This design comes from an exercise in tuning for small area, a short achievable clock period and few clock cycles on the open sky130 flow, not from production work. Only simulation tests tie the RTL to the original design; equivalence was not proved. No activity file was given, so power comes from the tool's default toggle rates.

`flow/config.mk`:
```
export PLATFORM = sky130hd
export DESIGN_NAME = frx_rx
export DESIGN_NICKNAME = frx_rx
export VERILOG_FILES = /design/flow/design.v
export SDC_FILE = /design/flow/constraint.sdc
export NUM_CORES = 4
export LEC_CHECK = 0
export CAP_MARGIN = 40
export CORE_MARGIN = 2
export CORE_UTILIZATION = 30
export SLEW_MARGIN = 40
```
`flow/constraint.sdc`:
```
create_clock -name core_clock -period 35.0 [get_ports {clk}]
set_input_delay 7.0000 -clock core_clock [delete_from_list [all_inputs] [get_ports {clk}]]
set_output_delay 7.0000 -clock core_clock [all_outputs]
set_load 0.01 [all_outputs]
```
`flow/design.v`:
```
module frx_rx (
    input  wire         clk,
    input  wire         rst,
    input  wire         cmd_valid,
    output wire         cmd_ready,
    input  wire [31:0]  cmd_word,
    output reg          rsp_valid,
    output reg  [3:0]   rsp_status,
    output wire [9:0]   rsp_plen,
    output wire [15:0]  rsp_rcur,
    output reg  [511:0] rsp_data,
    input  wire         rx_valid,
    output wire         rx_ready,
    input  wire [7:0]   rx_data,
    input  wire         rx_nobyte,
    input  wire         rx_ioerr
);
    localparam [3:0] ST_OK = 4'd0, ST_TIMEOUT = 4'd1, ST_IO_ERROR = 4'd3,
                     ST_TRUNCATED = 4'd4, ST_INVALID = 4'd5, ST_ILLEGAL = 4'd6;
    localparam [3:0] RS_SYNC0 = 4'd0, RS_SYNC1 = 4'd1, RS_SYNC2 = 4'd2, RS_SYNC3 = 4'd3,
                     RS_REQID = 4'd4, RS_LENLO = 4'd5, RS_LENHI = 4'd6,
                     RS_PAYLOAD = 4'd7, RS_CKLO = 4'd8, RS_CKHI = 4'd9;
    reg          busy;           
    reg  [3:0]   rs;
    reg  [7:0]   exp_id;
    reg  [7:0]   lenlo;
    reg  [6:0]   dlen;           
    reg  [5:0]   widx;           
    reg  [7:0]   cklo;
    reg  [15:0]  acc;
    reg  [7:0]   breg;           
    reg          acc_add, acc_clr;
    reg  [6:0]   plen;           
    reg  [15:0]  rcur;
    reg  [7:0]   pbuf [0:63];
    reg          mchk;           
    reg          mdat;           
    reg          ment;           
    reg          uerr;           
    reg  [1:0]   pc;             
    reg  [1:0]   nlast;          
    reg  [5:0]   slen_q;         
    reg  [9:0]   ctx;            
    reg          mfirst;         
    wire         mp = mchk | mdat;
    reg  [5:0]   sel;
    reg          rdy;
    reg  [19:0]  e_q;            
    reg  [19:1]  ge_q;           
    reg          sfit_q;         
    reg          sone_q;         
    assign cmd_ready = rdy;
    assign rx_ready  = busy;
    assign rsp_plen  = {3'd0, plen};
    assign rsp_rcur  = rcur;
    wire [511:0] st0;
    genvar g;
    generate
        for (g = 0; g < 64; g = g + 1) begin : g_flat
            assign st0[8*g +: 8] = pbuf[g];
        end
    endgenerate
    wire [511:0] st1, st2, st3, st4, st5, st6;
    assign st1 = sel[5] ? {st0[511:256], st0[511:256]} : st0;
    assign st2 = sel[4] ? {st1[511:384], st1[511:128]} : st1;
    assign st3 = sel[3] ? {st2[511:448], st2[511:64]}  : st2;
    assign st4 = sel[2] ? {st3[511:480], st3[511:32]}  : st3;
    assign st5 = sel[1] ? {st4[511:496], st4[511:16]}  : st4;
    assign st6 = sel[0] ? {st5[511:504], st5[511:8]}   : st5;
    wire [159:0] out = st6[159:0];
    wire        rc_small = (rcur[15:7] == 9'd0);
    wire [6:0]  rc = rcur[6:0];
    wire [7:0]  rc1  = {1'b0, rc} + 8'd1;
    wire [7:0]  rc2  = {1'b0, rc} + 8'd2;
    wire [7:0]  rc4  = {1'b0, rc} + 8'd4;
    wire [7:0]  rc8  = {1'b0, rc} + 8'd8;
    wire [7:0]  rc39 = {1'b0, rc} + 8'd39;
    wire ok1  = rc_small && (rc1  <= {1'b0, plen});
    wire ok2  = rc_small && (rc2  <= {1'b0, plen});
    wire ok4  = rc_small && (rc4  <= {1'b0, plen});
    wire ok8  = rc_small && (rc8  <= {1'b0, plen});
    wire ok39 = rc_small && (rc39 <= {1'b0, plen});
    wire [7:0]  slen   = out[7:0];
    wire [8:0]  rcs    = {1'b0, rc1} + {1'b0, slen};
    wire        s_fit  = ok1 && sfit_q;
    wire        s_one  = sone_q;                      
    wire [1:0]  s_nlast = (slen <= 8'd38) ? 2'd1 : (slen <= 8'd57) ? 2'd2 : 2'd3;
    wire [6:0]  rcm    = rc + {1'b0, slen_q} + 7'd1;  
    wire [5:0] rem_c = slen_q - {pc, 4'd0} - {2'd0, pc, 1'b0} - {4'd0, pc};
    wire [7:0] remv  = mp ? {2'd0, rem_c} : slen;
    wire [18:0] ct, c0, e0g, f0g, xe0, xed, xf0, xf4, bad;
    generate
        for (g = 0; g < 19; g = g + 1) begin : g_cls
            wire [7:0] c = out[8*(g+1) +: 8];
            assign ct[g]  = c[7] & ~c[6];
            assign c0[g]  = c[7] & c[6];
            assign e0g[g] = c[7] & c[6] & c[5];
            assign f0g[g] = c[7] & c[6] & c[5] & c[4];
            assign xe0[g] = (c == 8'hE0);
            assign xed[g] = (c == 8'hED);
            assign xf0[g] = (c == 8'hF0);
            assign xf4[g] = (c == 8'hF4);
            assign bad[g] = (c[7:1] == 7'h60) | (f0g[g] & (c[3] | (c[2] & (c[1] | c[0]))));
        end
    endgenerate
    wire [21:0] ac0  = {c0,  ctx[0], 2'b00};
    wire [21:0] ae0g = {e0g, ctx[1], ctx[7], 1'b0};
    wire [21:0] af0g = {f0g, ctx[2], ctx[8], ctx[9]};
    wire [19:0] axe0 = {xe0, ctx[3]};
    wire [19:0] axed = {xed, ctx[4]};
    wire [19:0] axf0 = {xf0, ctx[5]};
    wire [19:0] axf4 = {xf4, ctx[6]};
    wire [19:0] expc;
    wire [18:0] perr;
    generate
        for (g = 0; g < 20; g = g + 1) begin : g_exp
            assign expc[g] = ac0[g+2] | ae0g[g+1] | af0g[g];
        end
        for (g = 0; g < 19; g = g + 1) begin : g_err
            wire [7:0] c = out[8*(g+1) +: 8];
            wire pe = (axe0[g] & ~c[5]) | (axed[g] & c[5]) |
                      (axf0[g] & ~c[5] & ~c[4]) | (axf4[g] & (c[5] | c[4]));
            assign perr[g] = bad[g] | (ct[g] ^ expc[g]) | pe;
        end
    endgenerate
    wire [18:0] lt_r;
    wire [19:0] eq_r;
    generate
        for (g = 0; g < 20; g = g + 1) begin : g_pos
            if (g < 19) begin : g_lt
                assign lt_r[g] = (remv > g);
            end
            assign eq_r[g] = (remv == g);
        end
    endgenerate
    wire [19:0] e_now = {1'b0, perr & lt_r} | (expc & eq_r);
    wire u_err = |e_q;
    wire [9:0] ctx_new = {f0g[16], f0g[17], e0g[17], xf4[18], xf0[18], xed[18], xe0[18],
                          f0g[18], e0g[18], c0[18]};
    wire [7:0]  opc = cmd_word[7:0];
    wire [7:0]  cid = cmd_word[15:8];
    wire [15:0] imm = cmd_word[31:16];
    wire cid_z = (cid == 8'd0);
    wire imm_z = (imm == 16'd0);
    wire fire  = cmd_valid && rdy;
    wire is_recv = (opc == 8'h03) && imm_z;
    wire is_set  = (opc == 8'h05) && cid_z;
    wire rd_any  = fire && (opc[7:4] == 4'h4) && (opc[3:0] <= 4'hD) && cid_z && imm_z;
    wire [15:0] d;
    generate
        for (g = 0; g < 16; g = g + 1) begin : g_dec
            assign d[g] = rd_any && (opc[3:0] == g);
        end
    endgenerate
    wire r1  = (d[0] | d[4] | d[8]) & ok1;
    wire r2  = (d[1] | d[5]) & ok2;
    wire r4  = (d[2] | d[6] | d[9]) & ok4;
    wire r8  = (d[3] | d[7] | d[10] | d[12]) & ok8;
    wire rs1 = d[11] & s_fit & s_one & ~u_err;
    wire rd_ok = r1 | r2 | r4 | r8 | rs1;
    wire rd_tr = (d[0] | d[4] | d[8]) & ~ok1 | (d[1] | d[5]) & ~ok2 |
                 (d[2] | d[6] | d[9]) & ~ok4 | (d[3] | d[7] | d[10] | d[12]) & ~ok8 |
                 d[13] & ~ok39 | d[11] & ~s_fit;
    wire rd_inv = d[11] & s_fit & s_one & u_err;
    wire go_ent = d[13] & ok39;
    wire go_str = d[11] & s_fit & ~s_one;
    wire uerr_eff = uerr | mfirst & u_err;
    wire mload = mchk & (pc == nlast) | mdat & ~uerr_eff;
    wire mfull = mload & (pc == 2'd0);                   
    wire mpart = mload & (pc != 2'd0);                   
    wire mflg1 = mload & ment & (pc == 2'd1);            
    wire mflg0 = mfull & ment;                           
    wire mshift = mdat & ~uerr_eff & ~(ment & (pc == 2'd1));
    wire sx8  = d[4] & ok1 & out[7];
    wire sx16 = d[5] & ok2 & out[15];
    wire sx32 = d[6] & ok4 & out[31];
    reg [511:0] dnext;
    reg         mk;
    integer k;
    always @(*) begin
        dnext = 512'd0;
        dnext[7:0] = out[7:0] & {8{r1 & ~d[8] | r2 | r4 | r8 | rs1 | mfull & ~ment}};
        dnext[0]   = dnext[0] | ((r1 & d[8] | mflg0) & (out[7:0] != 8'd0));
        for (k = 1; k < 20; k = k + 1) begin
            mk = mfull | mpart & ({2'd0, rem_c} >= k) & ~(mflg1 & (k == 6 || k == 17));
            if (k < 2)
                mk = mk | r2 | r4 | r8 | rs1 & ge_q[k];
            else if (k < 4)
                mk = mk | r4 | r8 | rs1 & ge_q[k];
            else if (k < 8)
                mk = mk | r8 | rs1 & ge_q[k];
            else
                mk = mk | rs1 & ge_q[k];
            dnext[8*k +: 8] = out[8*k +: 8] & {8{mk}};
            if (k < 8)
                dnext[8*k +: 8] = dnext[8*k +: 8] |
                    {8{sx8 | (k >= 2) & sx16 | (k >= 4) & sx32}};
        end
        dnext[48] = dnext[48] | (mflg1 & (out[55:48] != 8'd0));
        dnext[136] = dnext[136] | (mflg1 & (out[143:136] != 8'd0));
        dnext[511:160] = rsp_data[359:8] & {352{mshift}};
    end
    wire [6:0] rc_next = r1 ? rc1[6:0] : r2 ? rc2[6:0] : r4 ? rc4[6:0] :
                         r8 ? rc8[6:0] : rcs[6:0];
    wire [5:0] rc19 = rc[5:0] + 6'd19;
    wire [5:0] rc38 = rc[5:0] + 6'd38;
    wire [5:0] rc57 = rc[5:0] + 6'd57;
    wire       take = busy && rx_valid;
    wire [7:0] b    = rx_data;
    reg  [7:0] expb;
    always @(*) begin
        case (rs)
            RS_SYNC0: expb = 8'h0D;
            RS_SYNC1: expb = 8'hF0;
            RS_SYNC2: expb = 8'hAD;
            RS_SYNC3: expb = 8'h8B;
            default:  expb = exp_id;
        endcase
    end
    wire b_match  = (b == expb);
    wire len_ok   = (lenlo != 8'd0) && (lenlo <= 8'd64);
    wire last_pl  = ({1'b0, widx} == dlen - 7'd1);
    wire lo_match = (cklo == acc[7:0]);
    wire ck_ok    = lo_match && (b == acc[15:8]);
    always @(posedge clk) begin
        rsp_data <= dnext;
    end
    integer m;
    always @(posedge clk) begin
        if (busy && rs == RS_PAYLOAD) begin
            for (m = 0; m < 64; m = m + 1)
                if (widx == m) pbuf[m] <= b;
        end
    end
    always @(posedge clk) begin
        e_q    <= e_now;
        sfit_q <= (rcs <= {2'b0, plen});
        sone_q <= (slen <= 8'd19);
        for (m = 1; m < 20; m = m + 1)
            ge_q[m] <= (slen >= m);
    end
    always @(posedge clk) begin
        ctx    <= 10'd0;
        mfirst <= 1'b0;
        if (acc_clr)
            acc <= 16'd0;
        else if (acc_add)
            acc <= (acc + {8'd0, breg}) << 1;
        breg    <= b;
        acc_add <= 1'b0;
        acc_clr <= 1'b0;
        if (rst) begin
            busy      <= 1'b0;
            mchk      <= 1'b0;
            mdat      <= 1'b0;
            rdy       <= 1'b1;
            rsp_valid <= 1'b0;
            plen      <= 7'd0;
            rcur      <= 16'd0;
            sel       <= 6'd0;
            pc        <= 2'd0;
        end else begin
            rsp_valid <= 1'b0;
            if (rsp_valid)
                rdy <= 1'b1;
            if (fire) begin
                rdy       <= 1'b0;
                rsp_valid <= !(is_recv | go_ent | go_str);
                if (is_recv) begin
                    busy    <= 1'b1;
                    exp_id  <= cid;
                    plen    <= 7'd0;
                    rcur    <= 16'd0;
                    sel     <= 6'd0;
                    rs      <= RS_SYNC0;
                    acc_clr <= 1'b1;
                end else if (is_set) begin
                    rcur       <= imm;
                    sel        <= imm[5:0];
                    rsp_status <= ST_OK;
                end else if (go_ent) begin
                    mdat   <= 1'b1;
                    ment   <= 1'b1;
                    uerr   <= 1'b0;
                    pc     <= 2'd1;
                    sel    <= rc19;
                    nlast  <= 2'd1;
                    slen_q <= 6'd38;
                end else if (go_str) begin
                    mchk   <= 1'b1;
                    ment   <= 1'b0;
                    uerr   <= u_err;
                    ctx    <= ctx_new;
                    pc     <= 2'd1;
                    sel    <= rc19;
                    nlast  <= s_nlast;
                    slen_q <= slen[5:0];
                end else if (rd_ok) begin
                    rcur       <= {9'd0, rc_next};
                    sel        <= rc_next[5:0];
                    rsp_status <= ST_OK;
                end else if (rd_tr) begin
                    rsp_status <= ST_TRUNCATED;
                end else if (rd_inv) begin
                    rsp_status <= ST_INVALID;
                end else begin
                    rsp_status <= ST_ILLEGAL;
                end
            end else if (mchk) begin
                uerr <= uerr | u_err;
                if (pc == nlast) begin
                    mchk   <= 1'b0;
                    mdat   <= 1'b1;
                    mfirst <= 1'b1;
                    pc     <= pc - 2'd1;
                    sel    <= (pc == 2'd3) ? rc38 : (pc == 2'd2) ? rc19 : rc[5:0];
                end else begin
                    ctx <= ctx_new;
                    pc  <= pc + 2'd1;
                    sel <= (pc == 2'd1) ? rc38 : rc57;
                end
            end else if (mdat) begin
                if (uerr_eff) begin
                    mdat       <= 1'b0;
                    pc         <= 2'd0;
                    sel        <= rc[5:0];
                    rsp_valid  <= 1'b1;
                    rsp_status <= ST_INVALID;
                end else if (pc == 2'd0) begin
                    mdat       <= 1'b0;
                    rsp_valid  <= 1'b1;
                    rsp_status <= ST_OK;
                    rcur       <= {9'd0, rcm};
                    sel        <= rcm[5:0];
                end else begin
                    pc  <= pc - 2'd1;
                    sel <= (pc == 2'd2) ? rc19 : rc[5:0];
                end
            end else if (take) begin
                case (rs)
                    RS_SYNC0, RS_SYNC1, RS_SYNC2, RS_SYNC3, RS_REQID: begin
                        if (b_match) begin
                            acc_add <= 1'b1;
                            rs      <= rs + 4'd1;
                        end else begin
                            acc_clr <= 1'b1;
                            rs      <= RS_SYNC0;
                        end
                    end
                    RS_LENLO: begin
                        acc_add <= 1'b1;
                        lenlo   <= b;
                        rs      <= RS_LENHI;
                    end
                    RS_LENHI: begin
                        if (len_ok && b == 8'd0) begin
                            acc_add <= 1'b1;
                            dlen    <= lenlo[6:0];
                            widx    <= 6'd0;
                            rs      <= RS_PAYLOAD;
                        end else begin
                            acc_clr <= 1'b1;
                            rs      <= RS_SYNC0;
                        end
                    end
                    RS_PAYLOAD: begin
                        acc_add <= 1'b1;
                        widx    <= widx + 6'd1;
                        if (last_pl)
                            rs <= RS_CKLO;
                    end
                    RS_CKLO: begin
                        cklo <= b;
                        rs   <= RS_CKHI;
                    end
                    default: begin    
                        if (ck_ok) begin
                            busy       <= 1'b0;
                            plen       <= dlen;
                            rcur       <= 16'd0;
                            rsp_valid  <= 1'b1;
                            rsp_status <= ST_OK;
                        end else begin
                            acc_clr <= 1'b1;
                            rs      <= RS_SYNC0;
                        end
                    end
                endcase
            end else if (busy && (rx_ioerr || rx_nobyte)) begin
                busy       <= 1'b0;
                rsp_valid  <= 1'b1;
                rsp_status <= rx_ioerr ? ST_IO_ERROR : ST_TIMEOUT;
            end
        end
    end
endmodule
```
`flow/flow/run.sh`:
```
#!/bin/bash
# Standard ORFS layout (the standard.sh, unchanged synthesis), with
# timing repair aiming at a tighter setup margin and small port buffers.
set -euo pipefail
bash standard.sh SETUP_SLACK_MARGIN=25 \
    "BUFFER_PORTS_ARGS=-buffer_cell sky130_fd_sc_hd__buf_2" \
    finish > standard.log 2>&1
```
`flow/standard.sh`:
```
#!/bin/bash
# synth_recipe.tcl (not shown) runs the flow's synth.tcl, then flattens the netlist and writes it again
# the make line also repeats each setting of config.mk as NAME=value (left out here)
make -C /OpenROAD-flow-scripts/flow DESIGN_CONFIG=/design/flow/config.mk WORK_HOME=/design/flow/orfs CLKGATE_MAP_FILE= SYNTH_SCRIPT=/design/flow/synth_recipe.tcl "${@:-finish}"
```
==> flow_summary.json, run 1 <==
{
  "drc_errors": 0,
  "antenna_found_initial": 17,
  "synth_edf_count": 566,
  "final_cell_mix": "dfxtp_1, buf_2, edfxtp_1",
  "htreeDepth": 3,
  "die_w_um": 450,
  "p_leak_nw": 27.2,
  "synth-async-reset-ratio_pct": 0,
  "antenna_left": 0,
  "grt_max_degree": 129,
  "regArea_um2": 29500,
  "hpwl_um": 186000,
  "clockBufferDepth": 3,
  "synth_warnings": 2,
  "grt_setup_unrepaired": "yes",
  "hp-start": "rsp_data[222]",
  "r2r_end": "sfit_q",
  "vias": 46300,
  "ys.flop_type": "dfxtp_1",
  "yosys.area.top_type": "edfxtp_1",
  "hold-path-cell-count": 1,
  "layout_setup_ws_ns": 25.29,
  "floorplan.initialDensity_pct": 30.2,
  "nNetsFinal": 5672,
  "fin_skew_ns": 0.0708,
  "min_to": "rsp_data[374]",
  "setup_viol": 0,
  "syn-cell-area_um2": 59700,
  "fillCellCount": 19500,
  "dp.cells": 8048,
  "drive_gt1_share_pct": 28.1,
  "tightestPinTransition_ns": 0.912,
  "area_growth_syn_to_layout_pct": 17.1,
  "cts_setup_buffers": 0,
  "crit_fanout": 12,
  "routed_via_density": 5.59,
  "wl_per_cell_um": 29.3,
  "crit_buf_inv": 1,
  "drtPass1Iterations": 12,
  "cp_data_arrival_time_ns": 10.39,
  "design.core.area_um2": 197000,
  "crit_family": "simple AND/OR/NAND/NOR gates",
  "final_cell_area_um2": 69900,
  "syn_avg_cell_area_um2": 11.9,
  "grt_pass1_vias": 44500,
  "dieArea_um2": 202000,
  "final_cell_count_no_fill": 8285,
  "ioPinCount": 591,
  "cp_data_required_time_ns": 35.68,
  "r2r_cells": 21,
  "path_cells": "buf_2 > nor4_1 > nand4_1 > or3_1 > nor3_1 > o211ai_1 > a21oi_1 > nor4_1 > a31oi_4 > nor2_1 > a311oi_1",
  "crit_type": "input port to flip-flop",
  "ys_types": 99,
  "track_usage_pct": 23.1,
  "wl_um": 243000,
  "powerDensity_nw_per_um2": 58.7,
  "path_clk_slew_ns": 0.07,
  "r2r_start": "sel[4]",
  "drv_cap": 0,
  "layout_min_cycle_time_ns": 9.71,
  "yosys_register_bits": 1191,
  "cts.sinks": 1191,
  "tritoncts": "done",
  "slowest_stage": "or3_1",
  "finalSetupTns_ns": 0,
  "grt_overflow": 0,
  "io_buffers": 586,
  "synthTopCellsByArea": "edfxtp_1, dfxtp_1, mux4_2",
  "cts_buffers": 119,
  "reg2reg_slack_ns": 27.47,
  "final_common_cell": "dfxtp_1",
  "synth.top_cell.area_share_pct": 28.5,
  "timing.final.crit_share_pct": 27.7,
  "critPathMaxStageDelay_ns": 0.57,
  "worstSkewPairLatency_ns": 0.82,
  "dieHeight_um": 450,
  "path_common_cell": "nor4_1",
  "hold_buffers": 0,
  "status": "complete, no violations",
  "hold_class": "flip-flop to flip-flop",
  "finalWeightedCongestion": 1.04,
  "slew_viol_final": 0,
  "seq_area_frac_synth_pct": 49.5,
  "initialDrtViolationCount": 6075,
  "max_clock_freq_ghz": 0.103,
  "pre_cts_slack_ns": 24.08,
  "root_buffer": "clkbuf_16",
  "hold_violations": 0,
  "critPathLaunchType": "input port",
  "syn_inst": 5033,
  "maxSlewHeadroom_pct": 37.4,
  "endpoint_kind": "flip-flop",
  "num_rows": 163,
  "placed_cell_area_um2": 65400,
  "vdd_drop_max_uv": 45.4,
  "grt_first_pass_wirelength_um": 339000,
  "multi_input_area_um2": 28500
}
## routing by layer
| layer | up-vias | wire length (um) | track usage, % | part of all wire, % |
|---|---|---|---|---|
| li1 | 19800 | - | - | - |
| met1 | 23100 | 90600 | 27.7 | 37 |
| met2 | 2744 | 115000 | 38.1 | 47 |
| met3 | 585 | 23700 | 5.90 | 9.8 |
| met4 | 14 | 13500 | 11.7 | 5.6 |
| met5 | - | 121 | 0 | 0.050 |
## stage by stage
step	total power [mW]	utilization (%)	hold slack (ns)
2_1_floorplan	2.23	-	0.417
3_3_place_gp	2.67	33.0	0.432
3_5_place_dp	2.68	33.1	0.432
4_1_cts	4.07	35.3	0.429
5_1_grt	4.20	35.4	0.448
6_report	4.10	35.4	0.429
## where the power goes
| group | internal (mW) | switching [mW] |
|---|---|---|
| clock network | 0.803 | 0.594 |
| registers | 1.48 | 0.0300 |
| logic | 0.399 | 0.790 |
## worst reg2reg max path, stage by stage, from the launching register on
cell	delay [ns]
dfxtp_4	0.50
inv_8	0.53
buf_4	0.74
buf_4	0.74
buf_4	0.70
mux4_2	0.70
mux4_2	0.61
mux2_2	0.45
ha_1	0.25
inv_1	0.07
fa_1	0.20
nor2b_1	0.06
o21a_1	0.17
o21ai_0	0.25
a21boi_0	0.16
or3_1	0.38
and2_1	0.18
ha_1	0.30
nand4_1	0.11
nor2_1	0.11
o21ai_0	0.10
nor3_1	0.12
## flip-flops by register name, indices dropped and copies added (netlist names), 3 cells and up
name	flops
cklo	8
pbuf	512
slen_q	6
plen	7
dlen	7
exp_id	8
sel	6
lenlo	8
e_q	20
rcur	16
widx	6
ge_q	19
breg	8
rs	4
ctx	10
acc	15
rsp_status	3
rsp_data	512
## worst max-delay path by stage
stage	start	end	cells past startpoint
detailed placement	cmd_word[13]	rsp_data[61]	10
CTS	cmd_word[9]	sel[4]	11
global route	cmd_word[27]	sel[5]	11
global placement	cmd_word[13]	sel[4]	11
finish	cmd_word[27]	sel[4]	11
floorplan	cmd_word[27]	sel[3]	10
## cell families after synthesis
logic type	share of synthesized area, %
adders and majority gates	2.04
and+or+nand+nor	12.8
xor gates and xnor gates	1.57
muxes	21.4
DFF	49.5
other	0.00629
AOI/OAI and AO/OA	9.42
buffers and inverters	3.35
## synth_stat cells, types with 20 or more instances
master / count
dfxtp_1: 625
edfxtp_1: 566
nor2_1: 419
and2_1: 385
mux4_2: 304
mux2i_1: 296
nand2_1: 282
mux2_2: 234
o21ai_0: 213
clkbuf_1: 154
a21oi_1: 124
inv_1: 113
nand3_1: 93
ha_1: 91
nor3_1: 82
buf_2: 69
o22ai_1: 66
xnor2_1: 66
a211oi_1: 55
nand2b_1: 44
a22oi_1: 42
xor2_1: 41
buf_1: 39
a21o_1: 37
nor2b_1: 36
nor4_1: 35
nand4_1: 33
a31oi_1: 30
and3_1: 25
o211ai_1: 24
o21a_1: 21
o21ai_1: 21
or3_1: 20
## layout make-up
type / count / share of cell area, %
flip-flops and latches: 1191 / 42.3
multi-input cells: 3421 / 40.8
repair buffers: 682 / 5.34
clock buffers: 145 / 4.73
well taps: 2640 / 4.73
clock inverters: 79 / 1.41
inverters: 116 / 0.654
diodes: 11 / 0.0394
## what timing repair did
action | CTS | global route
endpoints found under the hold margin | 0 | 0
gates resized for setup | 2 | 5
gates cloned | 0 | 0
setup endpoints to repair | 29 | 39
pin swaps | 0 | 1
Testbench counts, summed over its fixed seeds: cycles 31,876.
==> inputs of run 2 (changes only) <==
==> flow/run.sh (new file) <==
#!/bin/bash
# synth_recipe.tcl (not shown) runs the flow's synth.tcl, then flattens the netlist and writes it again
# the make line also repeats each setting of config.mk as NAME=value (left out here)
make -C /OpenROAD-flow-scripts/flow DESIGN_CONFIG=/design/flow/config.mk WORK_HOME=/design/flow/orfs CLKGATE_MAP_FILE= SYNTH_SCRIPT=/design/flow/synth_recipe.tcl finish
removed: flow/flow/run.sh
removed: flow/standard.sh
==> flow_summary.json, run 2 <==
{
  "routed_via_density": 5.56,
  "wl_per_cell_um": 29.9,
  "final_cell_count_no_fill": 8286,
  "dieArea_um2": 202000,
  "critPathLaunchType": "input port",
  "r2r_end": "sfit_q",
  "floorplan.initialDensity_pct": 30.2,
  "largest_registers": "pbuf: 512 flops, rsp_data: 512 flops, e_q: 20 flops",
  "slew_viol_final": 0,
  "initialDrtViolationCount": 5807,
  "hpwl_um": 191000,
  "yosys.area.top_type": "edfxtp_1",
  "finalWeightedCongestion": 1.01,
  "path_common_cell": "nor4_1",
  "cp_data_required_time_ns": 35.67,
  "hold_buffers": 0,
  "grt_pass1_vias": 44300,
  "die_w_um": 450,
  "htreeDepth": 3,
  "tightestPinTransition_ns": 0.943,
  "cts.sinks": 1191,
  "switching_share_pct": 34.5,
  "ys.flop_type": "dfxtp_1",
  "syn_avg_cell_area_um2": 11.9,
  "endpoint_kind": "flip-flop",
  "final_cell_mix": "dfxtp_1, clkdlybuf4s50_1, edfxtp_1",
  "p_leak_nw": 25.9,
  "cp_data_arrival_time_ns": 11.28,
  "tritoncts": "done",
  "root_buffer": "clkbuf_16",
  "critPathLaunch": "cmd_word[13]",
  "final_cell_area_um2": 72500,
  "fin_skew_ns": 0.0311,
  "vdd_drop_max_uv": 43.4,
  "grt_setup_unrepaired": "no",
  "crit_cells": 11,
  "synthTopCellsByArea": "edfxtp_1, dfxtp_1, mux4_2",
  "dp.cells": 8063,
  "slowest_stage": "nor4_1",
  "hold_class": "flip-flop to flip-flop",
  "max_clock_freq_ghz": 0.0942,
  "yosysMostFrequentCell": "dfxtp_1",
  "antenna_found_initial": 13,
  "finalSetupTns_ns": 0,
  "combPwrFrac_pct": 30.0,
  "crit_buf_inv": 1,
  "crit_fanout": 12,
  "power_frac_clock_pct": 32.5,
  "drtPass1Iterations": 6,
  "path_clk_slew_ns": 0.06,
  "io_buffers": 586,
  "internal-power_mw": 2.63,
  "path_cells": "clkdlybuf4s50_1 > nor4_1 > nand4_1 > or3_1 > nor3_1 > o211ai_1 > a21oi_1 > nor4_1 > a31oi_2 > nor2_1 > a311oi_1",
  "grt_first_pass_wirelength_um": 345000,
  "cts_setup_buffers": 0,
  "status": "complete, no violations",
  "r2r_cells": 20,
  "num_rows": 163,
  "drive_gt1_share_pct": 17.5,
  "timing.final.crit_share_pct": 30.3,
  "antenna_left": 0,
  "setup_viol": 0,
  "final_common_cell": "dfxtp_1",
  "worstSetupEndpoint": "sel[5]",
  "reg2reg_slack_ns": 27.70,
  "powerDensity_nw_per_um2": 55.5,
  "final_util_pct": 36.7,
  "maxSlewHeadroom_pct": 35.3,
  "p_seq_share_pct": 37.5,
  "vias": 46100,
  "crit_family": "simple AND/OR/NAND/NOR gates",
  "synth_warnings": 2,
  "synth_common_cells": "dfxtp_1, edfxtp_1, nor2_1, and2_1, mux4_2",
  "yosys_register_bits": 1191,
  "ioPinCount": 591,
  "syn-cell-area_um2": 59700,
  "placed_cell_area_um2": 68400,
  "synth_edf_count": 566,
  "track_usage_pct": 23.6,
  "ys_types": 99,
  "syn_inst": 5033,
  "p_sw_mw": 1.39,
  "cts_buffers": 119,
  "nNetsFinal": 5685,
  "grt_max_degree": 133,
  "clockBufferDepth": 3,
  "r2r_start": "sel[5]",
  "dieHeight_um": 450,
  "fillCellCount": 19300,
  "crit_type": "input port to flip-flop",
  "hold_violations": 0,
  "drc_errors": 0,
  "drv_cap": 0,
  "critPathMaxStageDelay_ns": 0.73,
  "postCtsResizedCells": 0,
  "seq_area_frac_synth_pct": 49.5,
  "area_growth_syn_to_layout_pct": 21.5,
  "grt_overflow": 0,
  "worstSkewPairLatency_ns": 0.79,
  "synth.top_cell.area_share_pct": 28.5,
  "layout_min_cycle_time_ns": 10.61,
  "wl_um": 247000,
  "design.core.area_um2": 197000,
  "synth-async-reset-ratio_pct": 0
}
## run 2: cell counts after synthesis
Identical to the previous run, type by type.
## run 2: logic make-up after synthesis
| logic type | Yosys count | synth area share, % |
|---|---|---|
| compound gates | 837 | 9.42 |
| xor+xnor | 107 | 1.57 |
| fa+ha+maj | 95 | 2.04 |
| buf+inv | 424 | 3.35 |
| flops | 1191 | 49.5 |
| mux | 859 | 21.4 |
| other cells | 1 | 0.00629 |
| simple gates | 1519 | 12.8 |
## run 2: power groups by stage
| stage | sequential [mW] | clock, mW | combinational [mW] |
|---|---|---|---|
| 2_1_floorplan | 1.53 | 0 | 0.705 |
| 3_3_place_gp | 1.54 | 0 | 1.16 |
| 3_5_place_dp | 1.54 | 0 | 1.16 |
| 4_1_cts | 1.51 | 1.33 | 1.17 |
| 5_1_grt | 1.51 | 1.38 | 1.25 |
| 6_report | 1.51 | 1.31 | 1.21 |
## run 2: layer usage
metal  part of all wire [%]  vias to the layer above  track usage (%)
met1                     38                    23200             29.1
li1                       -                    19900                -
met3                    8.8                      483             5.06
met2                     47                     2529             39.3
met5                 0.0032                        -                0
met4                    5.3                        2             11.3
## run 2: worst register-to-register path, delay by kind of cell, from the launching register on
kind | cells | cell delay [ns]
simple gates | 6 | 1.15
compound gates | 6 | 1.63
flops | 1 | 0.79
fa+ha+maj | 2 | 0.68
buf+inv | 4 | 1.91
mux | 2 | 1.04
## run 2: cell type report
cell class	count	area (um2)	share of cell area [%]
inverter	116	457	0.630
antenna	7	17.5	0.0242
multi-input combinational	3421	28500	39.3
clock buffer	165	3290	4.54
sequential	1191	29500	40.7
clock inverter	51	671	0.925
tap	2640	3300	4.56
timing repair buffer	695	6700	9.25
## run 2: worst min path at each step
stage	from	endpoint	cells past startpoint
after CTS	rsp_data[42]	rsp_data[194]	1
after detailed placement	lenlo[5]	dlen[5]	0
after global placement	lenlo[3]	dlen[3]	0
after floorplan	lenlo[4]	dlen[4]	0
final	rsp_data[190]	rsp_data[342]	1
after global routing	rsp_data[302]	rsp_data[454]	1
## run 2: per-stage QoR
stage	setup slack [ns]	power [mW]	hold slack, ns
4_1_cts	24.62	4.01	0.453
3_3_place_gp	23.21	2.70	0.434
2_1_floorplan	25.13	2.23	0.417
5_1_grt	24.20	4.14	0.461
6_report	24.39	4.03	0.450
3_5_place_dp	23.78	2.70	0.438
==> inputs of run 3 (changes only) <==
--- a/flow/design.v
+++ b/flow/design.v
@@ -75,11 +75,10 @@
     wire [7:0]  rc4  = {1'b0, rc} + 8'd4;
     wire [7:0]  rc8  = {1'b0, rc} + 8'd8;
     wire [7:0]  rc39 = {1'b0, rc} + 8'd39;
-    wire ok1  = rc_small && (rc1  <= {1'b0, plen});
-    wire ok2  = rc_small && (rc2  <= {1'b0, plen});
-    wire ok4  = rc_small && (rc4  <= {1'b0, plen});
-    wire ok8  = rc_small && (rc8  <= {1'b0, plen});
-    wire ok39 = rc_small && (rc39 <= {1'b0, plen});
+    reg  ok1, ok2, ok4, ok8, ok39;
+    reg  [6:0] nr1, nr2, nr4, nr8, nrs;      
+    reg  [5:0] rc19_q;
+    reg  [1:0] nlast_q;
     wire [7:0]  slen   = out[7:0];
     wire [8:0]  rcs    = {1'b0, rc1} + {1'b0, slen};
     wire        s_fit  = ok1 && sfit_q;
@@ -103,13 +102,14 @@
             assign bad[g] = (c[7:1] == 7'h60) | (f0g[g] & (c[3] | (c[2] & (c[1] | c[0]))));
         end
     endgenerate
-    wire [21:0] ac0  = {c0,  ctx[0], 2'b00};
-    wire [21:0] ae0g = {e0g, ctx[1], ctx[7], 1'b0};
-    wire [21:0] af0g = {f0g, ctx[2], ctx[8], ctx[9]};
-    wire [19:0] axe0 = {xe0, ctx[3]};
-    wire [19:0] axed = {xed, ctx[4]};
-    wire [19:0] axf0 = {xf0, ctx[5]};
-    wire [19:0] axf4 = {xf4, ctx[6]};
+    wire [9:0]  cx   = ctx & {10{mchk}};
+    wire [21:0] ac0  = {c0,  cx[0], 2'b00};
+    wire [21:0] ae0g = {e0g, cx[1], cx[7], 1'b0};
+    wire [21:0] af0g = {f0g, cx[2], cx[8], cx[9]};
+    wire [19:0] axe0 = {xe0, cx[3]};
+    wire [19:0] axed = {xed, cx[4]};
+    wire [19:0] axf0 = {xf0, cx[5]};
+    wire [19:0] axf4 = {xf4, cx[6]};
     wire [19:0] expc;
     wire [18:0] perr;
     generate
@@ -200,8 +200,7 @@
         dnext[136] = dnext[136] | (mflg1 & (out[143:136] != 8'd0));
         dnext[511:160] = rsp_data[359:8] & {352{mshift}};
     end
-    wire [6:0] rc_next = r1 ? rc1[6:0] : r2 ? rc2[6:0] : r4 ? rc4[6:0] :
-                         r8 ? rc8[6:0] : rcs[6:0];
+    wire [6:0] rc_next = r1 ? nr1 : r2 ? nr2 : r4 ? nr4 : r8 ? nr8 : nrs;
     wire [5:0] rc19 = rc[5:0] + 6'd19;
     wire [5:0] rc38 = rc[5:0] + 6'd38;
     wire [5:0] rc57 = rc[5:0] + 6'd57;
@@ -235,12 +234,38 @@
     always @(posedge clk) begin
         e_q    <= e_now;
         sfit_q <= (rcs <= {2'b0, plen});
+        nr1     <= rc1[6:0];
+        nr2     <= rc2[6:0];
+        nr4     <= rc4[6:0];
+        nr8     <= rc8[6:0];
+        nrs     <= rcs[6:0];
+        rc19_q  <= rc19;
+        nlast_q <= s_nlast;
+        if (rst) begin
+            ok1  <= 1'b0;
+            ok2  <= 1'b0;
+            ok4  <= 1'b0;
+            ok8  <= 1'b0;
+            ok39 <= 1'b0;
+        end else begin
+            ok1  <= rc_small && (rc1  <= {1'b0, plen});
+            ok2  <= rc_small && (rc2  <= {1'b0, plen});
+            ok4  <= rc_small && (rc4  <= {1'b0, plen});
+            ok8  <= rc_small && (rc8  <= {1'b0, plen});
+            ok39 <= rc_small && (rc39 <= {1'b0, plen});
+        end
         sone_q <= (slen <= 8'd19);
         for (m = 1; m < 20; m = m + 1)
             ge_q[m] <= (slen >= m);
     end
     always @(posedge clk) begin
-        ctx    <= 10'd0;
+        ctx    <= ctx_new;
+        if (!mp) begin
+            ment   <= (opc[3:0] == 4'hD);
+            nlast  <= (opc[3:0] == 4'hD) ? 2'd1 : nlast_q;
+            slen_q <= (opc[3:0] == 4'hD) ? 6'd38 : slen[5:0];
+            uerr   <= (opc[3:0] != 4'hD) & u_err;
+        end
         mfirst <= 1'b0;
         if (acc_clr)
             acc <= 16'd0;
@@ -280,23 +305,14 @@
                     rsp_status <= ST_OK;
                 end else if (go_ent) begin
                     mdat   <= 1'b1;
-                    ment   <= 1'b1;
-                    uerr   <= 1'b0;
                     pc     <= 2'd1;
-                    sel    <= rc19;
-                    nlast  <= 2'd1;
-                    slen_q <= 6'd38;
+                    sel    <= rc19_q;
                 end else if (go_str) begin
                     mchk   <= 1'b1;
-                    ment   <= 1'b0;
-                    uerr   <= u_err;
-                    ctx    <= ctx_new;
                     pc     <= 2'd1;
-                    sel    <= rc19;
-                    nlast  <= s_nlast;
-                    slen_q <= slen[5:0];
+                    sel    <= rc19_q;
                 end else if (rd_ok) begin
-                    rcur       <= {9'd0, rc_next};
+                    rcur[6:0]  <= rc_next;
                     sel        <= rc_next[5:0];
                     rsp_status <= ST_OK;
                 end else if (rd_tr) begin
@@ -315,7 +331,6 @@
                     pc     <= pc - 2'd1;
                     sel    <= (pc == 2'd3) ? rc38 : (pc == 2'd2) ? rc19 : rc[5:0];
                 end else begin
-                    ctx <= ctx_new;
                     pc  <= pc + 2'd1;
                     sel <= (pc == 2'd1) ? rc38 : rc57;
                 end
@@ -330,7 +345,7 @@
                     mdat       <= 1'b0;
                     rsp_valid  <= 1'b1;
                     rsp_status <= ST_OK;
-                    rcur       <= {9'd0, rcm};
+                    rcur[6:0]  <= rcm;
                     sel        <= rcm[5:0];
                 end else begin
                     pc  <= pc - 2'd1;
@@ -376,8 +391,7 @@
                     default: begin    
                         if (ck_ok) begin
                             busy       <= 1'b0;
-                            plen       <= dlen;
-                            rcur       <= 16'd0;
+                            plen       <= dlen;    
                             rsp_valid  <= 1'b1;
                             rsp_status <= ST_OK;
                         end else begin
==> flow/flow/run.sh (new file) <==
#!/bin/bash
# The standard layout (standard.sh, unchanged synthesis, power grid and
# tap cells), with two changes to how it is made:
#  - timing repair aims at 26.5 ns of setup slack instead of 0, so the
#    resizer upsizes and buffers the longest paths;
#  - ports are buffered with buf_2 instead of the default delay buffer.
# The full ORFS/make output goes to standard.log in this folder.
set -euo pipefail
bash standard.sh SETUP_SLACK_MARGIN=26.5 \
    "BUFFER_PORTS_ARGS=-buffer_cell sky130_fd_sc_hd__buf_2" \
    finish > standard.log 2>&1
==> flow/standard.sh (new file) <==
#!/bin/bash
# synth_recipe.tcl (not shown) runs the flow's synth.tcl, then flattens the netlist and writes it again
# the make line also repeats each setting of config.mk as NAME=value (left out here)
make -C /OpenROAD-flow-scripts/flow DESIGN_CONFIG=/design/flow/config.mk WORK_HOME=/design/flow/orfs CLKGATE_MAP_FILE= SYNTH_SCRIPT=/design/flow/synth_recipe.tcl "${@:-finish}"
removed: flow/run.sh
==> flow_summary.json, run 3 <==
{
  "dieArea_um2": 207000,
  "yosysMostFrequentCell": "dfxtp_1",
  "track_usage_pct": 22.2,
  "ys.flop_type": "dfxtp_1",
  "hold_class": "flip-flop to flip-flop",
  "grt_overflow": 0,
  "htreeDepth": 4,
  "crit_buf_inv": 1,
  "powerDensity_nw_per_um2": 57.7,
  "synth.top_cell.area_share_pct": 27.8,
  "slew_viol_final": 0,
  "hold_buffers": 0,
  "initialDrtViolationCount": 5307,
  "path_cells": "buf_6 > or4_4 > or3_4 > or3_4 > or2_4 > nor2_4 > a211oi_2 > a211oi_2 > nor3_2 > mux2_4 > o31a_1",
  "synth_edf_count": 565,
  "drv_cap": 0,
  "finalSetupTns_ns": 0,
  "area_growth_syn_to_layout_pct": 19.9,
  "hold_violations": 0,
  "layout_min_cycle_time_ns": 9.13,
  "setup_viol": 0,
  "fin_skew_ns": 0.0353,
  "root_buffer": "clkbuf_16",
  "drive_gt1_share_pct": 32.4,
  "cp_data_arrival_time_ns": 9.81,
  "critPathLaunch": "cmd_word[8]",
  "ioPinCount": 591,
  "r2r_start": "sel[4]",
  "syn_avg_cell_area_um2": 12.3,
  "drc_errors": 0,
  "wl_um": 239000,
  "design.core.area_um2": 202000,
  "final_cell_count_no_fill": 8311,
  "nNetsFinal": 5675,
  "critPathMaxStageDelay_ns": 0.52,
  "tritoncts": "done",
  "yosys.area.top_type": "edfxtp_1",
  "num_rows": 165,
  "endpoint_kind": "flip-flop",
  "crit_type": "input port to flip-flop",
  "syn_inst": 4943,
  "dp.cells": 7990,
  "routed_via_density": 5.49,
  "maxSlewHeadroom_pct": 33.3,
  "final_cell_mix": "dfxtp_1, buf_2, edfxtp_1",
  "ys_types": 100,
  "fillCellCount": 19600,
  "hp-start": "lenlo[3]",
  "clockBufferDepth": 3,
  "yosys_register_bits": 1235,
  "path_clk_slew_ns": 0.06,
  "status": "complete, no violations",
  "synthTopCellsByArea": "edfxtp_1, dfxtp_1, mux4_2",
  "tightestPinTransition_ns": 0.973,
  "wl_per_cell_um": 28.7,
  "antenna_found_initial": 12,
  "floorplan.initialDensity_pct": 30.2,
  "regArea_um2": 30400,
  "multi_input_area_um2": 29900,
  "p_leak_nw": 28.8,
  "largest_registers": "pbuf: 512 flops, rsp_data: 512 flops, e_q: 20 flops",
  "max_clock_freq_ghz": 0.110,
  "crit_family": "simple AND/OR/NAND/NOR gates",
  "cts.sinks": 1235,
  "drtPass1Iterations": 5,
  "hpwl_um": 180000,
  "io_buffers": 586,
  "dieHeight_um": 455,
  "vias": 45600,
  "crit_fanout": 7,
  "synth_common_cells": "dfxtp_1, edfxtp_1, mux2i_1, and2_1, nor2_1",
  "grt_first_pass_wirelength_um": 329000,
  "finalWeightedCongestion": 1.00,
  "power.total_mw": 4.22,
  "die_w_um": 455,
  "synth_warnings": 2,
  "grt_setup_unrepaired": "yes",
  "synth-async-reset-ratio_pct": 0,
  "grt_max_degree": 221,
  "worstSkewPairLatency_ns": 0.81,
  "vdd_drop_max_uv": 57.3,
  "slowest_stage": "or4_4",
  "seq_area_frac_synth_pct": 49.8,
  "critPathLaunchType": "input port",
  "timing.final.crit_share_pct": 26.1,
  "syn-cell-area_um2": 61000,
  "grt_pass1_vias": 43800,
  "cp_data_required_time_ns": 35.68,
  "antenna_left": 0,
  "cts_buffers": 131,
  "final_common_cell": "dfxtp_1"
}
run 3: final timing paths:
kind | slack [ns] | endpoint | depth (start not counted)
worst max-delay path | 25.87 | sel[5] | 11
worst min-delay path | 0.44 | dlen[3] | 0
worst max register to register | 28.18 | sfit_q | 21
worst min register to register | 0.44 | dlen[3] | 0
run 3: kinds of logic (layout without fill, tap and decap cells):
logic type      count (synthesis)  after routing  share of synthesized area (%)
simple gates                 1372           1374                           11.5
flops                        1235           1235                           49.8
mux                          1009           1009                           24.1
compound gates                714            715                           7.85
buf+inv                       413           1099                           3.21
xor+xnor                      103            103                           1.48
fa+ha+maj                      96             96                           2.02
other cells                     1              8                        0.00615
run 3: through the flow:
stage,setup slack [ns],area [um2],util [%],hold WS (ns)
2_1_floorplan,25.30,61100,-,0.417
3_3_place_gp,23.77,66600,32.9,0.428
3_5_place_dp,24.37,66900,33.1,0.427
4_1_cts,25.94,72500,35.9,0.438
5_1_grt,25.83,73100,36.2,0.450
6_report,25.87,73200,36.2,0.436
run 3: final cells by class:
| type | instances | area share (%) |
|---|---|---|
| clock buffers | 171 | 4.95 |
| clock inverters | 64 | 0.915 |
| repair buffers | 745 | 6.42 |
| multi-input cells | 3301 | 40.9 |
| inverters | 119 | 0.662 |
| flip-flops and latches | 1235 | 41.6 |
| well taps | 2672 | 4.57 |
| diodes | 4 | 0.0137 |
run 3: per-layer routing:
layer	vias to the layer above	track usage, %	wire length, um
li1	19700	-	-
met1	22900	25.7	87800
met2	2416	37.0	113000
met3	583	5.00	19700
met4	4	14.5	17800
met5	-	0	33
run 3: worst reg2reg max path, cell delays in order (launching register included):
cell	delay (ns)
dfxtp_4	0.49
inv_8	0.51
buf_4	0.72
buf_4	0.64
mux4_2	0.73
mux4_2	0.63
mux2i_4	0.43
inv_1	0.21
ha_1	0.26
fa_1	0.40
a21o_1	0.19
a21oi_1	0.20
nor2b_1	0.08
nor2_1	0.14
nor2b_1	0.06
nor2_1	0.12
xnor2_1	0.19
ha_1	0.31
nand3_1	0.09
nor2_1	0.04
o21ai_0	0.21
nor3_1	0.07
run 3: what timing repair did:
item,4_1_cts,5_1_grt
gates resized for setup,188,99
gates cloned,7,2
setup endpoints to repair,258,238
pin swaps,142,58
buffers inserted,53,17
run 3: where the power goes:
part           switching (mW)  total (mW)  internal, mW
Combinational           0.800        1.23         0.428
Clock                   0.624        1.41         0.781
Sequential             0.0390        1.59          1.55
Total                    1.46        4.22          2.76
Testbench counts of run 3, summed over its fixed seeds: cycles 31,876.
==> inputs of run 4 (changes only) <==
--- a/flow/design.v
+++ b/flow/design.v
@@ -45,8 +45,8 @@
     wire         mp = mchk | mdat;
     reg  [5:0]   sel;
     reg          rdy;
-    reg  [19:0]  e_q;            
-    reg  [19:1]  ge_q;           
+    reg  [16:0]  e_q;            
+    reg  [16:1]  ge_q;           
     reg          sfit_q;         
     reg          sone_q;         
     assign cmd_ready = rdy;
@@ -67,7 +67,7 @@
     assign st4 = sel[2] ? {st3[511:480], st3[511:32]}  : st3;
     assign st5 = sel[1] ? {st4[511:496], st4[511:16]}  : st4;
     assign st6 = sel[0] ? {st5[511:504], st5[511:8]}   : st5;
-    wire [159:0] out = st6[159:0];
+    wire [135:0] out = st6[135:0];
     wire        rc_small = (rcur[15:7] == 9'd0);
     wire [6:0]  rc = rcur[6:0];
     wire [7:0]  rc1  = {1'b0, rc} + 8'd1;
@@ -77,19 +77,19 @@
     wire [7:0]  rc39 = {1'b0, rc} + 8'd39;
     reg  ok1, ok2, ok4, ok8, ok39;
     reg  [6:0] nr1, nr2, nr4, nr8, nrs;      
-    reg  [5:0] rc19_q;
+    reg  [5:0] rc16_q, rc32_q;
     reg  [1:0] nlast_q;
     wire [7:0]  slen   = out[7:0];
     wire [8:0]  rcs    = {1'b0, rc1} + {1'b0, slen};
     wire        s_fit  = ok1 && sfit_q;
     wire        s_one  = sone_q;                      
-    wire [1:0]  s_nlast = (slen <= 8'd38) ? 2'd1 : (slen <= 8'd57) ? 2'd2 : 2'd3;
+    wire [1:0]  s_nlast = (slen <= 8'd32) ? 2'd1 : (slen <= 8'd48) ? 2'd2 : 2'd3;
     wire [6:0]  rcm    = rc + {1'b0, slen_q} + 7'd1;  
-    wire [5:0] rem_c = slen_q - {pc, 4'd0} - {2'd0, pc, 1'b0} - {4'd0, pc};
+    wire [5:0] rem_c = slen_q - {pc, 4'd0};
     wire [7:0] remv  = mp ? {2'd0, rem_c} : slen;
-    wire [18:0] ct, c0, e0g, f0g, xe0, xed, xf0, xf4, bad;
+    wire [15:0] ct, c0, e0g, f0g, xe0, xed, xf0, xf4, bad;
     generate
-        for (g = 0; g < 19; g = g + 1) begin : g_cls
+        for (g = 0; g < 16; g = g + 1) begin : g_cls
             wire [7:0] c = out[8*(g+1) +: 8];
             assign ct[g]  = c[7] & ~c[6];
             assign c0[g]  = c[7] & c[6];
@@ -103,40 +103,40 @@
         end
     endgenerate
     wire [9:0]  cx   = ctx & {10{mchk}};
-    wire [21:0] ac0  = {c0,  cx[0], 2'b00};
-    wire [21:0] ae0g = {e0g, cx[1], cx[7], 1'b0};
-    wire [21:0] af0g = {f0g, cx[2], cx[8], cx[9]};
-    wire [19:0] axe0 = {xe0, cx[3]};
-    wire [19:0] axed = {xed, cx[4]};
-    wire [19:0] axf0 = {xf0, cx[5]};
-    wire [19:0] axf4 = {xf4, cx[6]};
-    wire [19:0] expc;
-    wire [18:0] perr;
+    wire [18:0] ac0  = {c0,  cx[0], 2'b00};
+    wire [18:0] ae0g = {e0g, cx[1], cx[7], 1'b0};
+    wire [18:0] af0g = {f0g, cx[2], cx[8], cx[9]};
+    wire [16:0] axe0 = {xe0, cx[3]};
+    wire [16:0] axed = {xed, cx[4]};
+    wire [16:0] axf0 = {xf0, cx[5]};
+    wire [16:0] axf4 = {xf4, cx[6]};
+    wire [16:0] expc;
+    wire [15:0] perr;
     generate
-        for (g = 0; g < 20; g = g + 1) begin : g_exp
+        for (g = 0; g < 17; g = g + 1) begin : g_exp
             assign expc[g] = ac0[g+2] | ae0g[g+1] | af0g[g];
         end
-        for (g = 0; g < 19; g = g + 1) begin : g_err
+        for (g = 0; g < 16; g = g + 1) begin : g_err
             wire [7:0] c = out[8*(g+1) +: 8];
             wire pe = (axe0[g] & ~c[5]) | (axed[g] & c[5]) |
                       (axf0[g] & ~c[5] & ~c[4]) | (axf4[g] & (c[5] | c[4]));
             assign perr[g] = bad[g] | (ct[g] ^ expc[g]) | pe;
         end
     endgenerate
-    wire [18:0] lt_r;
-    wire [19:0] eq_r;
+    wire [15:0] lt_r;
+    wire [16:0] eq_r;
     generate
-        for (g = 0; g < 20; g = g + 1) begin : g_pos
-            if (g < 19) begin : g_lt
+        for (g = 0; g < 17; g = g + 1) begin : g_pos
+            if (g < 16) begin : g_lt
                 assign lt_r[g] = (remv > g);
             end
             assign eq_r[g] = (remv == g);
         end
     endgenerate
-    wire [19:0] e_now = {1'b0, perr & lt_r} | (expc & eq_r);
+    wire [16:0] e_now = {1'b0, perr & lt_r} | (expc & eq_r);
     wire u_err = |e_q;
-    wire [9:0] ctx_new = {f0g[16], f0g[17], e0g[17], xf4[18], xf0[18], xed[18], xe0[18],
-                          f0g[18], e0g[18], c0[18]};
+    wire [9:0] ctx_new = {f0g[13], f0g[14], e0g[14], xf4[15], xf0[15], xed[15], xe0[15],
+                          f0g[15], e0g[15], c0[15]};
     wire [7:0]  opc = cmd_word[7:0];
     wire [7:0]  cid = cmd_word[15:8];
     wire [15:0] imm = cmd_word[31:16];
@@ -169,8 +169,9 @@
     wire mfull = mload & (pc == 2'd0);                   
     wire mpart = mload & (pc != 2'd0);                   
     wire mflg1 = mload & ment & (pc == 2'd1);            
+    wire mflg2 = mload & ment & (pc == 2'd2);            
     wire mflg0 = mfull & ment;                           
-    wire mshift = mdat & ~uerr_eff & ~(ment & (pc == 2'd1));
+    wire mshift = mdat & ~uerr_eff & ~(ment & (pc == 2'd2));
     wire sx8  = d[4] & ok1 & out[7];
     wire sx16 = d[5] & ok2 & out[15];
     wire sx32 = d[6] & ok4 & out[31];
@@ -181,8 +182,8 @@
         dnext = 512'd0;
         dnext[7:0] = out[7:0] & {8{r1 & ~d[8] | r2 | r4 | r8 | rs1 | mfull & ~ment}};
         dnext[0]   = dnext[0] | ((r1 & d[8] | mflg0) & (out[7:0] != 8'd0));
-        for (k = 1; k < 20; k = k + 1) begin
-            mk = mfull | mpart & ({2'd0, rem_c} >= k) & ~(mflg1 & (k == 6 || k == 17));
+        for (k = 1; k < 17; k = k + 1) begin
+            mk = mfull | mpart & ({2'd0, rem_c} >= k) & ~(mflg1 & (k == 9) | mflg2 & (k == 4));
             if (k < 2)
                 mk = mk | r2 | r4 | r8 | rs1 & ge_q[k];
             else if (k < 4)
@@ -196,14 +197,14 @@
                 dnext[8*k +: 8] = dnext[8*k +: 8] |
                     {8{sx8 | (k >= 2) & sx16 | (k >= 4) & sx32}};
         end
-        dnext[48] = dnext[48] | (mflg1 & (out[55:48] != 8'd0));
-        dnext[136] = dnext[136] | (mflg1 & (out[143:136] != 8'd0));
-        dnext[511:160] = rsp_data[359:8] & {352{mshift}};
+        dnext[72] = dnext[72] | (mflg1 & (out[79:72] != 8'd0));
+        dnext[32] = dnext[32] | (mflg2 & (out[39:32] != 8'd0));
+        dnext[511:136] = rsp_data[383:8] & {376{mshift}};
     end
     wire [6:0] rc_next = r1 ? nr1 : r2 ? nr2 : r4 ? nr4 : r8 ? nr8 : nrs;
-    wire [5:0] rc19 = rc[5:0] + 6'd19;
-    wire [5:0] rc38 = rc[5:0] + 6'd38;
-    wire [5:0] rc57 = rc[5:0] + 6'd57;
+    wire [5:0] rc16 = rc[5:0] + 6'd16;
+    wire [5:0] rc32 = rc[5:0] + 6'd32;
+    wire [5:0] rc48 = rc[5:0] + 6'd48;
     wire       take = busy && rx_valid;
     wire [7:0] b    = rx_data;
     reg  [7:0] expb;
@@ -239,7 +240,8 @@
         nr4     <= rc4[6:0];
         nr8     <= rc8[6:0];
         nrs     <= rcs[6:0];
-        rc19_q  <= rc19;
+        rc16_q  <= rc16;
+        rc32_q  <= rc32;
         nlast_q <= s_nlast;
         if (rst) begin
             ok1  <= 1'b0;
@@ -254,15 +256,15 @@
             ok8  <= rc_small && (rc8  <= {1'b0, plen});
             ok39 <= rc_small && (rc39 <= {1'b0, plen});
         end
-        sone_q <= (slen <= 8'd19);
-        for (m = 1; m < 20; m = m + 1)
+        sone_q <= (slen <= 8'd16);
+        for (m = 1; m < 17; m = m + 1)
             ge_q[m] <= (slen >= m);
     end
     always @(posedge clk) begin
         ctx    <= ctx_new;
         if (!mp) begin
             ment   <= (opc[3:0] == 4'hD);
-            nlast  <= (opc[3:0] == 4'hD) ? 2'd1 : nlast_q;
+            nlast  <= (opc[3:0] == 4'hD) ? 2'd2 : nlast_q;
             slen_q <= (opc[3:0] == 4'hD) ? 6'd38 : slen[5:0];
             uerr   <= (opc[3:0] != 4'hD) & u_err;
         end
@@ -305,12 +307,12 @@
                     rsp_status <= ST_OK;
                 end else if (go_ent) begin
                     mdat   <= 1'b1;
-                    pc     <= 2'd1;
-                    sel    <= rc19_q;
+                    pc     <= 2'd2;
+                    sel    <= rc32_q;
                 end else if (go_str) begin
                     mchk   <= 1'b1;
                     pc     <= 2'd1;
-                    sel    <= rc19_q;
+                    sel    <= rc16_q;
                 end else if (rd_ok) begin
                     rcur[6:0]  <= rc_next;
                     sel        <= rc_next[5:0];
@@ -329,10 +331,10 @@
                     mdat   <= 1'b1;
                     mfirst <= 1'b1;
                     pc     <= pc - 2'd1;
-                    sel    <= (pc == 2'd3) ? rc38 : (pc == 2'd2) ? rc19 : rc[5:0];
+                    sel    <= (pc == 2'd3) ? rc32 : (pc == 2'd2) ? rc16 : rc[5:0];
                 end else begin
                     pc  <= pc + 2'd1;
-                    sel <= (pc == 2'd1) ? rc38 : rc57;
+                    sel <= (pc == 2'd1) ? rc32 : rc48;
                 end
             end else if (mdat) begin
                 if (uerr_eff) begin
@@ -349,7 +351,7 @@
                     sel        <= rcm[5:0];
                 end else begin
                     pc  <= pc - 2'd1;
-                    sel <= (pc == 2'd2) ? rc19 : rc[5:0];
+                    sel <= (pc == 2'd2) ? rc16 : rc[5:0];
                 end
             end else if (take) begin
                 case (rs)
==> flow_summary.json, run 4 <==
{
  "grt_overflow": 0,
  "final_cell_area_um2": 69600,
  "synth-async-reset-ratio_pct": 0,
  "vdd_drop_max_uv": 45.5,
  "initialDrtViolationCount": 4368,
  "powerDensity_nw_per_um2": 57.5,
  "crit_family": "simple AND/OR/NAND/NOR gates",
  "antenna_found_initial": 5,
  "vias": 43400,
  "die_w_um": 444,
  "status": "complete, no violations",
  "yosysMostFrequentCell": "dfxtp_1",
  "cts.sinks": 1229,
  "synth.top_cell.area_share_pct": 29.2,
  "root_buffer": "clkbuf_16",
  "dieHeight_um": 444,
  "path_clk_slew_ns": 0.07,
  "drc_errors": 0,
  "hold-path-cell-count": 1,
  "endpoint_kind": "flip-flop",
  "io_buffers": 586,
  "num_rows": 161,
  "reg2reg_slack_ns": 27.71,
  "hold_buffers": 0,
  "nNetsFinal": 5426,
  "hold_violations": 0,
  "layout_min_cycle_time_ns": 8.73,
  "tightestPinTransition_ns": 0.986,
  "dieArea_um2": 197000,
  "clockBufferDepth": 3,
  "antenna_left": 0,
  "cp_data_arrival_time_ns": 9.41,
  "ioPinCount": 591,
  "worstSkewPairLatency_ns": 0.80,
  "synth_warnings": 2,
  "use_met1_pct": 26.0,
  "floorplan.initialDensity_pct": 30.2,
  "drive_gt1_share_pct": 31.8,
  "hold_class": "flip-flop to flip-flop",
  "maxSlewHeadroom_pct": 33.6,
  "whs_ns": 0.405,
  "largest_registers": "pbuf: 512 flops, rsp_data: 512 flops, e_q: 17 flops",
  "critPathLaunchType": "input port",
  "syn_avg_cell_area_um2": 12.3,
  "fillCellCount": 18700,
  "cp_data_required_time_ns": 35.69,
  "dp.cells": 7635,
  "hpwl_um": 167000,
  "hp-start": "rsp_data[216]",
  "critPathMaxStageDelay_ns": 0.30,
  "ys.flop_type": "dfxtp_1",
  "crit_buf_inv": 5,
  "final_cell_mix": "dfxtp_1, buf_2, edfxtp_1",
  "cts_buffers": 120,
  "final_util_pct": 36.2,
  "htreeDepth": 3,
  "placed_cell_area_um2": 63900,
  "path_cells": "buf_8 > nor4_4 > nand4_1 > buf_6 > nor3_4 > buf_4 > nor4b_4 > buf_4 > nand2_1 > o31ai_1 > mux2i_1 > buf_4 > nor2_1 > nor3_1 > a211oi_1",
  "yosys_register_bits": 1229,
  "final_common_cell": "dfxtp_1",
  "final_cell_count_no_fill": 7926,
  "crit_fanout": 6,
  "r2r_start": "sel[5]",
  "r2r_cells": 20,
  "drv_cap": 0,
  "path_common_cell": "buf_4",
  "setup_viol": 0,
  "seq_area_frac_synth_pct": 52.1,
  "fin_skew_ns": 0.0543,
  "track_usage_pct": 21.7,
  "synth_common_cells": "dfxtp_1, edfxtp_1, and2_1, nor2_1, mux2i_1",
  "synthTopCellsByArea": "edfxtp_1, dfxtp_1, mux4_2",
  "synth_edf_count": 565,
  "syn_inst": 4730,
  "area_growth_syn_to_layout_pct": 19.8,
  "design.core.area_um2": 192000,
  "slowest_stage": "nor3_4",
  "grt_first_pass_wirelength_um": 311000,
  "grt_pass1_vias": 41800,
  "min_to": "rsp_data[344]",
  "max_clock_freq_ghz": 0.115,
  "finalSetupTns_ns": 0,
  "timing.final.crit_share_pct": 24.9,
  "wl_um": 223000,
  "wl_per_cell_um": 28.2,
  "drtPass1Iterations": 8,
  "grt_setup_unrepaired": "yes",
  "grt_max_degree": 117,
  "slew_viol_final": 0,
  "tritoncts": "done",
  "ys_types": 105,
  "p_leak_nw": 27.2,
  "routed_via_density": 5.48,
  "top_usage_layer": "met2",
  "grtUsageMet2_pct": 36.6,
  "crit_type": "input port to flip-flop",
  "use_met3_pct": 4.53,
  "yosys.area.top_type": "edfxtp_1",
  "r2r_end": "sfit_q",
  "finalWeightedCongestion": 0.971,
  "syn-cell-area_um2": 58100
}
-- run 4: changes by cell type in the layout (fill, tap and decap cells not counted), sizes merged, moves of 9 or more --
cell    before  now
o22ai       26   42
nor3        61   71
o21ai      167  155
mux2       262  236
mux4       337  279
ha          92   83
buf        744  716
xnor2       66   44
nand3       72   55
nor2       377  361
a211oi      62   44
nand2      232  247
and2       378  406
mux2i      410  295
-- run 4: logic make-up (layout without fill, tap and decap cells) --
logic type / Yosys count / count (layout) / share of synthesized area, %
AO/OA/AOI/OAI: 713 / 714 / 8.38
XOR/XNOR: 85 / 85 / 1.28
adder cells (fa/ha/maj): 86 / 86 / 1.89
buffers and inverters: 398 / 1061 / 3.24
flip-flops: 1229 / 1229 / 52.1
multiplexers: 810 / 810 / 20.6
other: 1 / 6 / 0.00646
AND/OR/NAND/NOR: 1408 / 1409 / 12.5
-- run 4: worst max path at each step --
| stage | start | end | slack, ns | depth (start not counted) |
|---|---|---|---|---|
| 5_1_grt | cmd_word[30] | sel[2] | 26.17 | 15 |
| 3_3_place_gp | cmd_word[25] | rcur[4] | 24.46 | 11 |
| 2_1_floorplan | cmd_word[19] | sel[5] | 25.81 | 9 |
| 6_report | cmd_word[30] | sel[2] | 26.27 | 15 |
| 3_5_place_dp | cmd_word[16] | rcur[4] | 24.35 | 11 |
| 4_1_cts | cmd_word[14] | sel[5] | 26.39 | 11 |
-- run 4: area by class of cell --
cell class              instances  area (um2)  share of cell area (%)
flip-flops and latches       1229       30300                    43.6
inverters                     110         435                   0.626
multi-input cells            3108       27100                    38.9
diodes                          2        5.00                 0.00719
well taps                    2526        3160                    4.54
repair buffers                725        4400                    6.32
clock inverters                60         821                    1.18
clock buffers                 166        3390                    4.87
-- run 4: power by group --
group | leakage, nW | switching [mW] | total, mW | internal, mW
sequential | 10.5 | 0.0439 | 1.58 | 1.54
combinational | 14.7 | 0.675 | 1.05 | 0.372
clock | 2.05 | 0.597 | 1.37 | 0.776
-- run 4: routing by layer --
| metal | up-vias | share of wire [%] |
|---|---|---|
| met5 | - | 0.0063 |
| met4 | 2 | 6.1 |
| met3 | 505 | 8.3 |
| met2 | 2217 | 48 |
| met1 | 21900 | 38 |
| li1 | 18800 | - |
-- run 4: worst register-to-register path: stages (launching register included) --
cell and delay, ns:
dfxtp_4 0.71, buf_4 0.63, buf_12 0.46, buf_4 0.75, mux2_2 0.53, mux4_2 0.49
mux4_2 0.46, nor2_1 0.29, a21o_1 0.46, inv_1 0.41, ha_1 0.45, a21oi_1 0.23
o21bai_1 0.09, a21oi_1 0.24, xnor2_1 0.18, ha_1 0.28, o21ai_0 0.08, nand2b_1 0.07
a21oi_1 0.13, o21ai_0 0.08, nor3_1 0.18
-- run 4: repair_timing --
item / 4_1_cts / 5_1_grt
resized for setup: 135 / 87
pin swaps: 33 / 33
endpoints found under the setup margin: 222 / 117
buffers inserted: 30 / 24
gates cloned: 2 / 7
endpoints found under the hold margin: 0 / 0
-- run 4: per-stage QoR --
step / worst slack [ns] / power, mW
6_report: 26.27 / 4.00
5_1_grt: 26.17 / 4.12
4_1_cts: 26.39 / 3.98
3_5_place_dp: 24.35 / 2.60
3_3_place_gp: 24.46 / 2.59
2_1_floorplan: 25.81 / 2.22
Testbench counts of run 4, summed over its fixed seeds: cycles 32,000.

[re-timing with driven ports]
The results above use ideal ports. As a check the final layouts listed here were re-extracted and re-timed, cells and wires unchanged.
Step 1, drivers: a clkbuf_16 drives clk and a buf_2 each remaining input, both assumed.
Step 2 moves the port delays by t, midway between the first and last clock arrival at a register: inputs arrive t later, outputs are due t later. That takes back most of the time a late clock gives input paths.
Three values: ideal, step 1, step 2; two values: the first two.
run	t, ns	setup WS [ns]	worst slew at a driven data input, ns	cell pins on the clock port's net
run 1	0.882	25.288 / 25.359 / 24.477	0.24	1
run 2	0.867	24.386 / 24.457 / 23.591	0.21	1
run 3	0.886	25.871 / 25.932 / 25.046	0.09	1
run 4	0.867	26.271 / 26.323 / 25.455	0.15	1
After both steps setup and hold are still met in every run listed. The setup slack of run 3, which loses most, moves by +0.061 ns with the drivers and by -0.825 ns with both steps.
